This design comes from an exercise in tuning for small area, a short achievable clock period and few clock cycles on the open sky130 flow, not from production work.
No activity file was given, so power comes from the tool's default toggle rates.

==> inputs of trial 36 <==
==> flow/design.v <==
module cqsm_codec (
  input             clk,
  input             rst,           
  input             cmd_valid,
  output reg        cmd_ready,
  input      [1:0]  cmd_op,        
  input      [23:0] cmd_arg,
  input      [3:0]  cfg_kh,
  input      [3:0]  cfg_ks,
  input      [3:0]  cfg_kv,
  input      [8:0]  cfg_nh,
  input      [8:0]  cfg_ns,
  input      [8:0]  cfg_nv,
  input      [7:0]  cfg_gmin,
  input             pix_valid,
  output reg        pix_ready,
  input      [23:0] pix_hsv,
  output reg        res_valid,
  output reg [2:0]  res_err,
  output reg [8:0]  res_info,
  output reg [23:0] res_hsv,
  output reg [7:0]  res_sym,
  output reg [7:0]  res_mg
);
  localparam OP_CONFIG = 2'd0;
  localparam OP_ENC    = 2'd1;
  localparam OP_DEC    = 2'd2;
  localparam OP_CELL   = 2'd3;
  localparam E_OK    = 3'd0;
  localparam E_NOCFG = 3'd2;
  localparam E_QCFG  = 3'd5;
  localparam E_GUARD = 3'd6;
  localparam S_IDLE  = 4'd0;
  localparam S_EXEC  = 4'd1;
  localparam S_ACC   = 4'd2;
  localparam S_ALAST = 4'd3;
  localparam S_DIV   = 4'd4;
  localparam S_DDIV  = 4'd7;
  localparam S_DRES  = 4'd8;
  localparam S_MUL   = 4'd9;
  localparam S_ERES  = 4'd10;
  localparam S_SHIFT = 4'd11;
  localparam S_CST   = 4'd12;
  localparam S_CSTEP = 4'd13;
  localparam S_CEND  = 4'd14;
  localparam S_VERD  = 4'd15;
  reg [3:0]  state;
  reg [1:0]  opr;
  reg [23:0] p;                
  reg        cfgv;
  reg [11:0] kc;               
  reg [38:0] np;               
  reg [3:0]  cnt;
  reg [71:0] acc;              
  reg f_eld, f_stp, f_mul, f_dvm, f_dvl;
  wire [15:0] n   = res_hsv[15:0];
  wire [15:0] rem = {res_info[7:0], res_mg};
  reg [1:0]  ch;
  reg [4:0]  frac;
  reg        fa, fb, anyz;
  wire cmd_fire = cmd_valid && cmd_ready;
  wire pix_fire = pix_valid && pix_ready;
  wire [3:0] kh = kc[3:0];
  wire [3:0] ks = kc[7:4];
  wire [3:0] kv = kc[11:8];
  function [3:0] kmask;
    input [3:0] k;
    case (k[2:0])
      3'd0: kmask = 4'b0000;
      3'd1: kmask = 4'b0001;
      3'd2: kmask = 4'b0011;
      3'd3: kmask = 4'b0111;
      default: kmask = 4'b1111;
    endcase
  endfunction
  function [3:0] dec_c4;
    input [4:0] n5;
    reg   [5:0] m;
    begin
      m = n5[4] ? (6'd32 - {1'b0, n5}) : {1'b0, n5};
      dec_c4 = 4'd15 - m[4:1];
    end
  endfunction
  wire [7:0]  esym = p[7:0];
  wire [7:0]  e_sv = esym >> kv;
  wire [7:0]  e_sh = esym >> (kv + ks);
  wire [11:0] eidx = {esym[3:0] & kmask(kv), e_sv[3:0] & kmask(ks), e_sh[3:0] & kmask(kh)};
  wire        f_ini  = cmd_fire && cmd_op[1];
  reg  [71:0] acc_nx;
  wire [11:0] didx;            
  wire [23:0] elvl;            
  wire [23:0] mean_nx;         
  genvar g;
  generate
    for (g = 0; g < 3; g = g + 1) begin : g_ch
      wire [15:0] R    = acc[24*g+8 +: 16];
      wire [7:0]  L    = acc[24*g +: 8];
      wire [12:0] npc  = np[13*g +: 13];
      wire [3:0]  kcc  = kc[4*g +: 4];
      wire [15:0] dvs  = f_dvm ? n : {3'd0, npc};
      wire [7:0]  pg   = p[8*g +: 8];
      wire [7:0]  lo   = {1'b0, acc[24*g +: 7]} + {1'b0, pg[6:0]};
      wire [17:0] bhi  = f_stp ? ~{2'd0, dvs} : {17'd0, pg[7]};
      wire [17:0] hi   = {1'b0, acc[24*g+7 +: 17]} + bhi + {17'd0, f_stp | lo[7]};
      wire        cmt  = f_mul ? L[7] : ~hi[17];
      wire [7:0]  lnx  = {L[6:0], cmt};
      wire [15:0] rnx  = cmt ? hi[15:0] : {R[14:0], f_mul | L[7]};
      wire [23:0] addv = {hi[16:0], lo[6:0]};
      wire [3:0]  ei   = eidx[4*g +: 4];
      wire [3:0]  c4   = dec_c4(npc[4:0]);
      always @(*) begin
        if (f_ini)
          acc_nx[24*g +: 24] = {9'd0, cmd_op[0] ? cmd_arg[15:1] : {cmd_arg[8*g +: 8], c4, 3'd0}};
        else if (f_eld)
          acc_nx[24*g +: 24] = {16'hFFFF, ei, 1'b1, 3'b000};
        else if (f_dvl)
          acc_nx[24*g +: 24] = {9'd0, lnx, c4, 3'd0};
        else if (f_stp)
          acc_nx[24*g +: 24] = {rnx, lnx};
        else
          acc_nx[24*g +: 24] = addv;
      end
      assign mean_nx[8*g +: 8] = lnx;
      wire [3:0] mk   = kmask(kcc);
      assign didx[4*g +: 4] = (L[4] || (L[3:0] & ~mk) != 4'd0) ? mk : L[3:0];
      assign elvl[8*g +: 8] = ~R[12:5];
    end
  endgenerate
  wire [3:0] ksv = ks + kv;
  wire [7:0] dsym = ({4'd0, didx[3:0]} << ksv) | ({4'd0, didx[7:4]} << kv) | {4'd0, didx[11:8]};
  function kbig;                
    input [3:0] k;
    kbig = k[3] | (k[2] & (k[1] | k[0]));
  endfunction
  function nbig;                
    input [8:0] nn;
    nbig = nn[8] & (nn[7:0] != 8'd0);
  endfunction
  function nsmall;              
    input [8:0] nn;
    input [3:0] k;
    nsmall = (nn[8:4] == 5'd0) && ((nn[3:0] & ~kmask(k)) == 4'd0);
  endfunction
  wire [3:0] cbits = {1'b0, kh[2:0]} + {1'b0, ks[2:0]} + {1'b0, kv[2:0]};
  wire [8:0] nh0 = np[8:0];
  wire [8:0] ns0 = np[21:13];
  wire [8:0] nv0 = np[34:26];
  reg  [8:0] ck_info;
  reg        ck_bad;
  always @(*) begin
    ck_bad  = 1'b1;
    ck_info = 9'h000;
    if      (kbig(kh))                           ck_info = 9'h001;
    else if (kbig(ks))                           ck_info = 9'h011;
    else if (kbig(kv))                           ck_info = 9'h021;
    else if (cbits == 4'd0 || cbits > 4'd8)      ck_info = 9'h002;
    else if (nbig(nh0))                          ck_info = 9'h003;
    else if (nsmall(nh0, kh))                    ck_info = 9'h004;
    else if (nbig(ns0))                          ck_info = 9'h013;
    else if (nsmall(ns0, ks))                    ck_info = 9'h014;
    else if (nbig(nv0))                          ck_info = 9'h023;
    else if (nsmall(nv0, kv))                    ck_info = 9'h024;
    else                                         ck_bad  = 1'b0;
  end
  wire [3:0]  sk   = (ch == 2'd0) ? kh : (ch == 2'd1) ? ks : kv;
  wire [12:0] snp  = (ch == 2'd0) ? np[12:0] : (ch == 2'd1) ? np[25:13] : np[38:26];
  wire [7:0]  s_mb = snp[12:5];
  wire [7:0]  s_ma = snp[12:5] - {7'd0, ~snp[4]};
  wire [7:0]  geff = (res_hsv[7:0] == 8'd0) ? 8'd1 : res_hsv[7:0];
  wire [7:0]  s_cm = anyz ? s_ma : s_mb;
  wire [3:0]  m4   = snp[3:0];
  wire [3:0]  km   = kmask(sk);
  wire [5:0]  s_sum = {1'b0, frac} + {1'b0, m4, 1'b0};
  wire        s_fail = s_sum[5] ? fb : fa;
  reg [3:0] state_nb;          
  always @(*) begin
    state_nb = state;
    case (state)
      S_EXEC:  begin
        if (opr == OP_CONFIG)      state_nb = ck_bad ? S_IDLE : S_SHIFT;
        else                       state_nb = S_MUL;
      end
      S_ACC:   if (pix_valid && rem == 16'd1) state_nb = S_ALAST;
      S_ALAST: state_nb = S_DIV;
      S_DIV:   if (cnt == 4'd7) state_nb = S_DDIV;
      S_DDIV:  if (cnt == 4'd4) state_nb = S_DRES;
      S_DRES:  state_nb = S_IDLE;
      S_MUL:   if (cnt == 4'd4) state_nb = S_ERES;
      S_ERES:  state_nb = S_IDLE;
      S_SHIFT: if (cnt == 4'd3) state_nb = S_CST;
      S_CST:   state_nb = (kmask(sk) == 4'd0) ? S_CEND : S_CSTEP;
      S_CSTEP: if (cnt == km) state_nb = S_CEND;
      S_CEND:  state_nb = (ch == 2'd2) ? S_VERD : S_CST;
      S_VERD:  state_nb = S_IDLE;
      default: state_nb = S_IDLE;
    endcase
  end
  wire a_cfg   = cmd_valid && (cmd_op == OP_CONFIG);
  wire a_nocfg = cmd_valid && (cmd_op != OP_CONFIG) && !cfgv;
  wire a_enc   = cmd_valid && (cmd_op == OP_ENC) && cfgv;
  wire a_dec   = cmd_valid && (cmd_op == OP_DEC) && cfgv;
  wire a_cell  = cmd_valid && (cmd_op == OP_CELL) && cfgv;
  wire [3:0] state_ni = (a_cfg || a_enc) ? S_EXEC : a_dec ? S_DDIV : a_cell ? S_ACC : S_IDLE;
  wire nb_idle = (state_nb == S_IDLE);
  always @(posedge clk) begin
    if (rst) begin
      state     <= S_IDLE;
      cmd_ready <= 1'b1;
      pix_ready <= 1'b0;
      res_valid <= 1'b0;
      cfgv      <= 1'b0;
      f_eld <= 1'b0; f_stp <= 1'b0;
      f_mul <= 1'b0; f_dvm <= 1'b0; f_dvl <= 1'b0;
    end else begin
      if (cmd_ready) begin
        state     <= state_ni;
        cmd_ready <= !cmd_valid || a_nocfg;
        pix_ready <= a_cell;
        res_valid <= a_nocfg;
        f_stp     <= a_dec;
        f_mul     <= 1'b0;
        f_dvm     <= 1'b0;
      end else begin
        state     <= state_nb;
        cmd_ready <= nb_idle;
        pix_ready <= (state_nb == S_ACC);
        res_valid <= nb_idle;
        f_stp     <= (state_nb == S_DIV) || (state_nb == S_DDIV) || (state_nb == S_MUL);
        f_mul     <= (state_nb == S_MUL);
        f_dvm     <= (state_nb == S_DIV);
      end
      f_eld <= cmd_fire && (cmd_op == OP_ENC);
      f_dvl <= (state == S_DIV && cnt == 4'd6);
      if (state == S_EXEC && opr == OP_CONFIG)
        cfgv <= 1'b0;
      if (state == S_VERD && res_err == E_OK)
        cfgv <= 1'b1;
    end
  end
  integer c;
  always @(posedge clk) begin
    acc     <= acc_nx;
    res_sym <= dsym;
    if (pix_ready)
      p <= pix_valid ? pix_hsv : 24'd0;
    else if (cmd_fire && cmd_op == OP_ENC)
      p <= cmd_arg;
    else
      p <= 24'd0;
    if (cmd_ready)
      opr <= cmd_op;
    if (cmd_fire && cmd_op == OP_CONFIG) begin
      kc      <= {cfg_kv, cfg_ks, cfg_kh};
      np      <= {4'd0, cfg_nv, 4'd0, cfg_ns, 4'd0, cfg_nh};
    end
    if (f_dvl)
      res_hsv <= mean_nx;
    case (state)
      S_IDLE: if (cmd_fire) begin
        res_info      <= 9'd0;
        res_err       <= (cmd_op != OP_CONFIG && !cfgv) ? E_NOCFG : E_OK;
        res_hsv[15:0] <= (cmd_op == OP_CONFIG) ? {8'd0, cfg_gmin} : cmd_arg[15:0];
        cnt           <= 4'd0;
        if (cmd_op == OP_CELL && cfgv)
          {res_info[7:0], res_mg} <= cmd_arg[15:0];
      end
      S_EXEC: begin
        cnt    <= 4'd0;
        res_mg <= 8'd255;
        if (opr == OP_CONFIG && ck_bad) begin
          res_err  <= E_QCFG;
          res_info <= ck_info;
        end
      end
      S_ALAST: cnt <= 4'd0;
      S_ACC: if (pix_fire) {res_info[7:0], res_mg} <= rem - 16'd1;
      S_DIV: cnt <= (cnt == 4'd7) ? 4'd0 : cnt + 4'd1;
      S_DDIV: cnt <= cnt + 4'd1;
      S_MUL: cnt <= cnt + 4'd1;
      S_ERES: res_hsv <= elvl;
      S_SHIFT: begin
        for (c = 0; c < 3; c = c + 1)
          if ({1'b0, cnt[1:0]} + kc[4*c +: 3] < 3'd4)
            np[13*c +: 13] <= {np[13*c +: 12], 1'b0};
        cnt <= cnt + 4'd1;
        if (cnt == 4'd3)
          ch <= 2'd0;
      end
      S_CST: begin
        frac <= snp[4:0];
        fa   <= (s_ma < geff);
        fb   <= (s_mb < geff);
        anyz <= 1'b0;
        cnt  <= 4'd1;
      end
      S_CSTEP: begin
        frac <= s_sum[4:0];
        if (!s_sum[5]) anyz <= 1'b1;
        if (s_fail && res_err == E_OK) begin
          res_err  <= E_GUARD;
          res_info <= {1'b0, cnt, 2'b00, ch};
        end
        cnt <= cnt + 4'd1;
      end
      S_CEND: begin
        if (km != 4'd0 && s_cm < res_mg)
          res_mg <= s_cm;
        ch <= ch + 2'd1;
      end
      default: ;
    endcase
  end
endmodule
==> flow/flow/run.sh <==
#!/bin/bash
set -euo pipefail
bash standard.sh SETUP_SLACK_MARGIN=9.7 finish > make_finish.log 2>&1
==> flow/standard.sh <==
#!/bin/bash
# synth_recipe.tcl (not shown) runs the flow's synth.tcl, then flattens the netlist and writes it again
# the make line also repeats each setting of config.mk as NAME=value (left out here)
make -C /OpenROAD-flow-scripts/flow DESIGN_CONFIG=/design/flow/config.mk WORK_HOME=/design/flow/orfs CLKGATE_MAP_FILE= SYNTH_SCRIPT=/design/flow/synth_recipe.tcl "${@:-finish}"
==> flow/config.mk <==
export PLATFORM = sky130hd
export DESIGN_NAME = cqsm_codec
export DESIGN_NICKNAME = cqsm_codec
export VERILOG_FILES = /design/flow/design.v
export SDC_FILE = /design/flow/constraint.sdc
export NUM_CORES = 4
export LEC_CHECK = 0
export CAP_MARGIN = 20
export CORE_MARGIN = 2
export CORE_UTILIZATION = 60
export SLEW_MARGIN = 20
==> flow/constraint.sdc <==
create_clock -name core_clock -period 13.5 [get_ports {clk}]
set_input_delay 2.7000 -clock core_clock [delete_from_list [all_inputs] [get_ports {clk}]]
set_output_delay 2.7000 -clock core_clock [all_outputs]
set_load 0.01 [all_outputs]
==> inputs of build 57, as changes to trial 36 <==
==> flow/design.v, changed modules only <==
module cqsm_codec (
  input             clk,
  input             rst,           
  input             cmd_valid,
  output reg        cmd_ready,
  input      [1:0]  cmd_op,        
  input      [23:0] cmd_arg,
  input      [3:0]  cfg_kh,
  input      [3:0]  cfg_ks,
  input      [3:0]  cfg_kv,
  input      [8:0]  cfg_nh,
  input      [8:0]  cfg_ns,
  input      [8:0]  cfg_nv,
  input      [7:0]  cfg_gmin,
  input             pix_valid,
  output reg        pix_ready,
  input      [23:0] pix_hsv,
  output reg        res_valid,
  output reg [2:0]  res_err,
  output reg [8:0]  res_info,
  output reg [23:0] res_hsv,
  output reg [7:0]  res_sym,
  output reg [7:0]  res_mg
);
  localparam OP_CONFIG = 2'd0;
  localparam OP_ENC    = 2'd1;
  localparam OP_DEC    = 2'd2;
  localparam OP_CELL   = 2'd3;
  localparam E_OK    = 3'd0;
  localparam E_NOCFG = 3'd2;
  localparam E_QCFG  = 3'd5;
  localparam E_GUARD = 3'd6;
  localparam S_IDLE  = 4'd0;
  localparam S_CEXEC = 4'd1;     
  localparam S_EEXEC = 4'd5;     
  localparam S_ACC   = 4'd2;
  localparam S_ALAST = 4'd3;
  localparam S_DIV   = 4'd4;
  localparam S_DDIV  = 4'd7;
  localparam S_MUL   = 4'd9;
  localparam S_SHIFT = 4'd11;
  localparam S_CST   = 4'd12;
  localparam S_CSTEP = 4'd13;
  localparam S_CEND  = 4'd14;
  localparam S_VERD  = 4'd15;
  reg [3:0]  state;
  reg [23:0] p;                
  reg        cfgv;
  reg [11:0] kc;               
  reg [38:0] np;               
  reg [3:0]  cnt;
  reg [74:0] acc;              
  reg f_eld, f_stp, f_mul, f_dvm, f_dvl;
  wire [15:0] n   = res_hsv[15:0];
  wire [15:0] rem = {res_info[7:0], res_mg};
  reg [1:0]  ch;
  reg [4:0]  frac;
  reg        fa, fb, anyz;
  wire cmd_fire = cmd_valid && cmd_ready;
  wire pix_fire = pix_valid && pix_ready;
  wire [3:0] kh = kc[3:0];
  wire [3:0] ks = kc[7:4];
  wire [3:0] kv = kc[11:8];
  function [3:0] kmask;
    input [3:0] k;
    case (k[2:0])
      3'd0: kmask = 4'b0000;
      3'd1: kmask = 4'b0001;
      3'd2: kmask = 4'b0011;
      3'd3: kmask = 4'b0111;
      default: kmask = 4'b1111;
    endcase
  endfunction
  function [3:0] dec_c4;
    input [4:0] n5;
    reg   [5:0] m;
    begin
      m = n5[4] ? (6'd32 - {1'b0, n5}) : {1'b0, n5};
      dec_c4 = 4'd15 - m[4:1];
    end
  endfunction
  wire [7:0]  esym = res_hsv[7:0];    
  wire [7:0]  e_sv = esym >> kv;
  wire [7:0]  e_sh = esym >> (kv + ks);
  wire [11:0] eidx = {esym[3:0] & kmask(kv), e_sv[3:0] & kmask(ks), e_sh[3:0] & kmask(kh)};
  wire        f_ini  = cmd_fire && cmd_op[1];
  reg  [74:0] acc_nx;
  wire [11:0] didx;            
  wire [23:0] elvl;            
  wire [23:0] mean_nx;         
  genvar g;
  generate
    for (g = 0; g < 3; g = g + 1) begin : g_ch
      wire [24:0] A    = acc[25*g +: 25];
      wire [7:0]  L    = A[7:0];
      wire [12:0] npc  = np[13*g +: 13];
      wire [3:0]  kcc  = kc[4*g +: 4];
      wire [15:0] dvs  = f_dvm ? n : {3'd0, npc};
      wire [7:0]  pg   = p[8*g +: 8];
      wire [7:0]  lo   = {1'b0, A[6:0]} + {1'b0, pg[6:0]};
      wire        inv  = f_mul ? L[7] : ~A[24];
      wire        used = ~f_mul | L[7];
      wire [17:0] bhi  = f_stp ? ({18{inv}} ^ ({2'd0, dvs} & {18{used}})) : {17'd0, pg[7]};
      wire        cin  = f_stp ? (f_mul | inv) : lo[7];
      wire [17:0] hi   = A[24:7] + bhi + {17'd0, cin};
      wire        q    = ~hi[16];
      wire [7:0]  lnx  = {L[6:0], q};
      wire [16:0] rnx  = hi[16:0];
      wire [24:0] addv = {hi, lo[6:0]};
      wire [3:0]  ei   = eidx[4*g +: 4];
      wire [3:0]  c4   = dec_c4(npc[4:0]);
      always @(*) begin
        if (f_ini)
          acc_nx[25*g +: 25] = {10'd0, cmd_op[0] ? cmd_arg[15:1] : {cmd_arg[8*g +: 8], c4, 3'd0}};
        else if (f_eld)
          acc_nx[25*g +: 25] = {17'h1FFFF, ei, 1'b1, 3'b000};
        else if (f_dvl)
          acc_nx[25*g +: 25] = {10'd0, lnx, c4, 3'd0};
        else if (f_stp)
          acc_nx[25*g +: 25] = {rnx, lnx};
        else
          acc_nx[25*g +: 25] = addv;
      end
      assign mean_nx[8*g +: 8] = lnx;
      wire [3:0] mk   = kmask(kcc);
      wire       sat  = lnx[4] || ((lnx[3:1] & ~mk[3:1]) != 3'd0);
      assign didx[4*g +: 4] = {sat ? mk[3:1] : lnx[3:1], mk[0] & (sat | lnx[0])};
      assign elvl[8*g +: 8] = ~rnx[12:5];
    end
  endgenerate
  wire [3:0] ksv = ks + kv;
  wire [7:0] dsym = ({4'd0, didx[3:0]} << ksv) | ({4'd0, didx[7:4]} << kv) | {4'd0, didx[11:8]};
  function kbig;                
    input [3:0] k;
    kbig = k[3] | (k[2] & (k[1] | k[0]));
  endfunction
  function nbig;                
    input [8:0] nn;
    nbig = nn[8] & (nn[7:0] != 8'd0);
  endfunction
  function nsmall;              
    input [8:0] nn;
    input [3:0] k;
    nsmall = (nn[8:4] == 5'd0) && ((nn[3:0] & ~kmask(k)) == 4'd0);
  endfunction
  wire [3:0] cbits = {1'b0, kh[2:0]} + {1'b0, ks[2:0]} + {1'b0, kv[2:0]};
  wire [8:0] nh0 = np[8:0];
  wire [8:0] ns0 = np[21:13];
  wire [8:0] nv0 = np[34:26];
  reg  [8:0] ck_info;
  reg        ck_bad;
  always @(*) begin
    ck_bad  = 1'b1;
    ck_info = 9'h000;
    if      (kbig(kh))                           ck_info = 9'h001;
    else if (kbig(ks))                           ck_info = 9'h011;
    else if (kbig(kv))                           ck_info = 9'h021;
    else if (cbits == 4'd0 || cbits > 4'd8)      ck_info = 9'h002;
    else if (nbig(nh0))                          ck_info = 9'h003;
    else if (nsmall(nh0, kh))                    ck_info = 9'h004;
    else if (nbig(ns0))                          ck_info = 9'h013;
    else if (nsmall(ns0, ks))                    ck_info = 9'h014;
    else if (nbig(nv0))                          ck_info = 9'h023;
    else if (nsmall(nv0, kv))                    ck_info = 9'h024;
    else                                         ck_bad  = 1'b0;
  end
  wire [3:0]  sk   = (ch == 2'd0) ? kh : (ch == 2'd1) ? ks : kv;
  wire [12:0] snp  = (ch == 2'd0) ? np[12:0] : (ch == 2'd1) ? np[25:13] : np[38:26];
  wire [7:0]  s_mb = snp[12:5];
  wire [7:0]  s_ma = snp[12:5] - {7'd0, ~snp[4]};
  wire [7:0]  geff = (res_hsv[7:0] == 8'd0) ? 8'd1 : res_hsv[7:0];
  wire [7:0]  s_cm = anyz ? s_ma : s_mb;
  wire [3:0]  m4   = snp[3:0];
  wire [3:0]  km   = kmask(sk);
  wire [5:0]  s_sum = {1'b0, frac} + {1'b0, m4, 1'b0};
  wire        s_fail = s_sum[5] ? fb : fa;
  reg [3:0] state_nb;          
  always @(*) begin
    state_nb = state;
    case (state)
      S_CEXEC: state_nb = ck_bad ? S_IDLE : S_SHIFT;
      S_EEXEC: state_nb = S_MUL;
      S_ACC:   if (pix_valid && rem == 16'd1) state_nb = S_ALAST;
      S_ALAST: state_nb = S_DIV;
      S_DIV:   if (cnt == 4'd7) state_nb = S_DDIV;
      S_DDIV:  if (cnt == 4'd4) state_nb = S_IDLE;
      S_MUL:   if (cnt == 4'd4) state_nb = S_IDLE;
      S_SHIFT: if (cnt == 4'd3) state_nb = S_CST;
      S_CST:   state_nb = (kmask(sk) == 4'd0) ? S_CEND : S_CSTEP;
      S_CSTEP: if (cnt == km) state_nb = S_CEND;
      S_CEND:  state_nb = (ch == 2'd2) ? S_VERD : S_CST;
      S_VERD:  state_nb = S_IDLE;
      default: state_nb = S_IDLE;
    endcase
  end
  wire a_cfg   = cmd_valid && (cmd_op == OP_CONFIG);
  wire a_nocfg = cmd_valid && (cmd_op != OP_CONFIG) && !cfgv;
  wire a_enc   = cmd_valid && (cmd_op == OP_ENC) && cfgv;
  wire a_dec   = cmd_valid && (cmd_op == OP_DEC) && cfgv;
  wire a_cell  = cmd_valid && (cmd_op == OP_CELL) && cfgv;
  wire [3:0] state_ni = a_cfg ? S_CEXEC : a_enc ? S_EEXEC : a_dec ? S_DDIV : a_cell ? S_ACC : S_IDLE;
  wire nb_idle = (state_nb == S_IDLE);
  always @(posedge clk) begin
    if (rst) begin
      state     <= S_IDLE;
      cmd_ready <= 1'b1;
      pix_ready <= 1'b0;
      res_valid <= 1'b0;
      cfgv      <= 1'b0;
      f_eld <= 1'b0; f_stp <= 1'b0;
      f_mul <= 1'b0; f_dvm <= 1'b0; f_dvl <= 1'b0;
    end else begin
      if (cmd_ready) begin
        state     <= state_ni;
        cmd_ready <= !cmd_valid || a_nocfg;
        pix_ready <= a_cell;
        res_valid <= a_nocfg;
        f_stp     <= a_dec;
        f_mul     <= 1'b0;
        f_dvm     <= 1'b0;
      end else begin
        state     <= state_nb;
        cmd_ready <= nb_idle;
        pix_ready <= (state_nb == S_ACC);
        res_valid <= nb_idle;
        f_stp     <= (state_nb == S_DIV) || (state_nb == S_DDIV) || (state_nb == S_MUL);
        f_mul     <= (state_nb == S_MUL);
        f_dvm     <= (state_nb == S_DIV);
      end
      f_eld <= cmd_fire && (cmd_op == OP_ENC);
      f_dvl <= (state == S_DIV && cnt == 4'd6);
      if (state == S_CEXEC)
        cfgv <= 1'b0;
      if (state == S_VERD && res_err == E_OK)
        cfgv <= 1'b1;
    end
  end
  integer c;
  always @(posedge clk) begin
    acc     <= acc_nx;
    res_sym <= dsym;
    if (pix_ready)
      p <= pix_valid ? pix_hsv : 24'd0;
    else
      p <= 24'd0;
    if (cmd_fire && cmd_op == OP_CONFIG) begin
      kc      <= {cfg_kv, cfg_ks, cfg_kh};
      np      <= {4'd0, cfg_nv, 4'd0, cfg_ns, 4'd0, cfg_nh};
    end
    if (f_dvl)
      res_hsv <= mean_nx;
    case (state)
      S_IDLE: if (cmd_fire) begin
        res_info      <= 9'd0;
        res_err       <= (cmd_op != OP_CONFIG && !cfgv) ? E_NOCFG : E_OK;
        res_hsv[15:0] <= (cmd_op == OP_CONFIG) ? {8'd0, cfg_gmin} : cmd_arg[15:0];
        cnt           <= 4'd0;
        if (cmd_op == OP_CELL && cfgv)
          {res_info[7:0], res_mg} <= cmd_arg[15:0];
      end
      S_EEXEC: cnt <= 4'd0;
      S_CEXEC: begin
        cnt    <= 4'd0;
        res_mg <= 8'd255;
        if (ck_bad) begin
          res_err  <= E_QCFG;
          res_info <= ck_info;
        end
      end
      S_ALAST: cnt <= 4'd0;
      S_ACC: if (pix_fire) {res_info[7:0], res_mg} <= rem - 16'd1;
      S_DIV: cnt <= (cnt == 4'd7) ? 4'd0 : cnt + 4'd1;
      S_DDIV: cnt <= cnt + 4'd1;
      S_MUL: begin
        cnt <= cnt + 4'd1;
        if (cnt == 4'd4) res_hsv <= elvl;
      end
      S_SHIFT: begin
        for (c = 0; c < 3; c = c + 1)
          if ({1'b0, cnt[1:0]} + kc[4*c +: 3] < 3'd4)
            np[13*c +: 13] <= {np[13*c +: 12], 1'b0};
        cnt <= cnt + 4'd1;
        if (cnt == 4'd3)
          ch <= 2'd0;
      end
      S_CST: begin
        frac <= snp[4:0];
        fa   <= (s_ma < geff);
        fb   <= (s_mb < geff);
        anyz <= 1'b0;
        cnt  <= 4'd1;
      end
      S_CSTEP: begin
        frac <= s_sum[4:0];
        if (!s_sum[5]) anyz <= 1'b1;
        if (s_fail && res_err == E_OK) begin
          res_err  <= E_GUARD;
          res_info <= {1'b0, cnt, 2'b00, ch};
        end
        cnt <= cnt + 4'd1;
      end
      S_CEND: begin
        if (km != 4'd0 && s_cm < res_mg)
          res_mg <= s_cm;
        ch <= ch + 2'd1;
      end
      default: ;
    endcase
  end
endmodule
==> flow/flow/run.sh (replaced) <==
#!/bin/bash
set -euo pipefail
bash standard.sh SETUP_SLACK_MARGIN=9.7 CAP_MARGIN=30 "BUFFER_PORTS_ARGS=-buffer_cell sky130_fd_sc_hd__buf_2" finish > make_finish.log 2>&1
CORE_UTILIZATION = 40   (was 60)
==> inputs of build 50, as changes to trial 36 <==
CORE_UTILIZATION = 40   (was 60)
==> notes <==
Synthesized cell count: build 50 is lower than build 57 (2.7%).
Non-clock buffer count, highest first: trial 36, build 50, build 57.
Clock power, highest first: build 57, trial 36, build 50.
Total power: build 50 < trial 36 < build 57.
Worst hold slack: build 50 < trial 36 < build 57.
==> figures <==
Status: trial 36 timing/DRC/antenna clean; build 50 timing/DRC/antenna clean; build 57 timing/DRC/antenna clean
Non-filler cells in the finished layout: trial 36 2752; build 50 2896; build 57 2971
Initial DRT Pass Iterations: trial 36 7; build 50 7; build 57 6
Total detailed-routing wirelength: trial 36 73000 um; build 50 73700 um; build 57 71200 um
Required time at the endpoint of the critical path: trial 36 13990 ps; build 50 13940 ps; build 57 13970 ps
Die outline width: trial 36 173 um; build 50 211 um; build 57 212 um
Startpoint of the worst-slack reg-to-reg timing path: trial 36 acc[1]$_DFF_P_; build 50 acc[1]$_DFF_P_; build 57 acc[51]$_DFF_P_
Area fraction of the dominant cell type after synthesis: trial 36 20.1%; build 50 20.1%; build 57 21.1%
Routed vias: trial 36 19500; build 50 18200; build 57 17900
Crit path from: trial 36 acc[1]$_DFF_P_; build 50 acc[1]$_DFF_P_; build 57 acc[51]$_DFF_P_
Relative contribution of the clock network to total power: trial 36 30.4%; build 50 30.6%; build 57 28.7%
Total power divided by cell area: trial 36 115 nW/um^2; build 50 114 nW/um^2; build 57 133 nW/um^2
No run of this note included a check of the RTL's function; only the layout flow was run.

## what the ideal ports hide
In the flow no input, the clock included, has a driving cell. The finished layouts below were timed again as built, in two steps.
Step 1 sets driving cells, clkbuf_16 on the clock port and buf_2 on the other inputs (assumed; they add their load-dependent delay and slew).
Step 2 times the ports against the registers' clock, not the clock port: input delays grow and output delays shrink by t, the midpoint of the rising clock arrivals with the driver on.
Slacks: ideal / step 1 / step 2; pairs: ideal / step 1.
| run | t, ns | setup WS [ns] | worst setup path after step 2 | worst data-port slew with drivers (ns) | pins driven straight from the clock port |
|---|---|---|---|---|---|
| trial 36 | 0.611 | 9.302 / 9.302 / 8.963 | input to register | 0.06 | 1 |
| build 57 | 0.629 | 9.340 / 9.340 / 9.113 | input to register | 0.04 | 1 |
| build 50 | 0.627 | 9.316 / 9.316 / 8.841 | input to register | 0.05 | 1 |
After both steps every run listed still meets setup and hold. The setup slack of build 50, which loses most, moves by 0.000 ns with the drivers and by -0.475 ns with both steps.
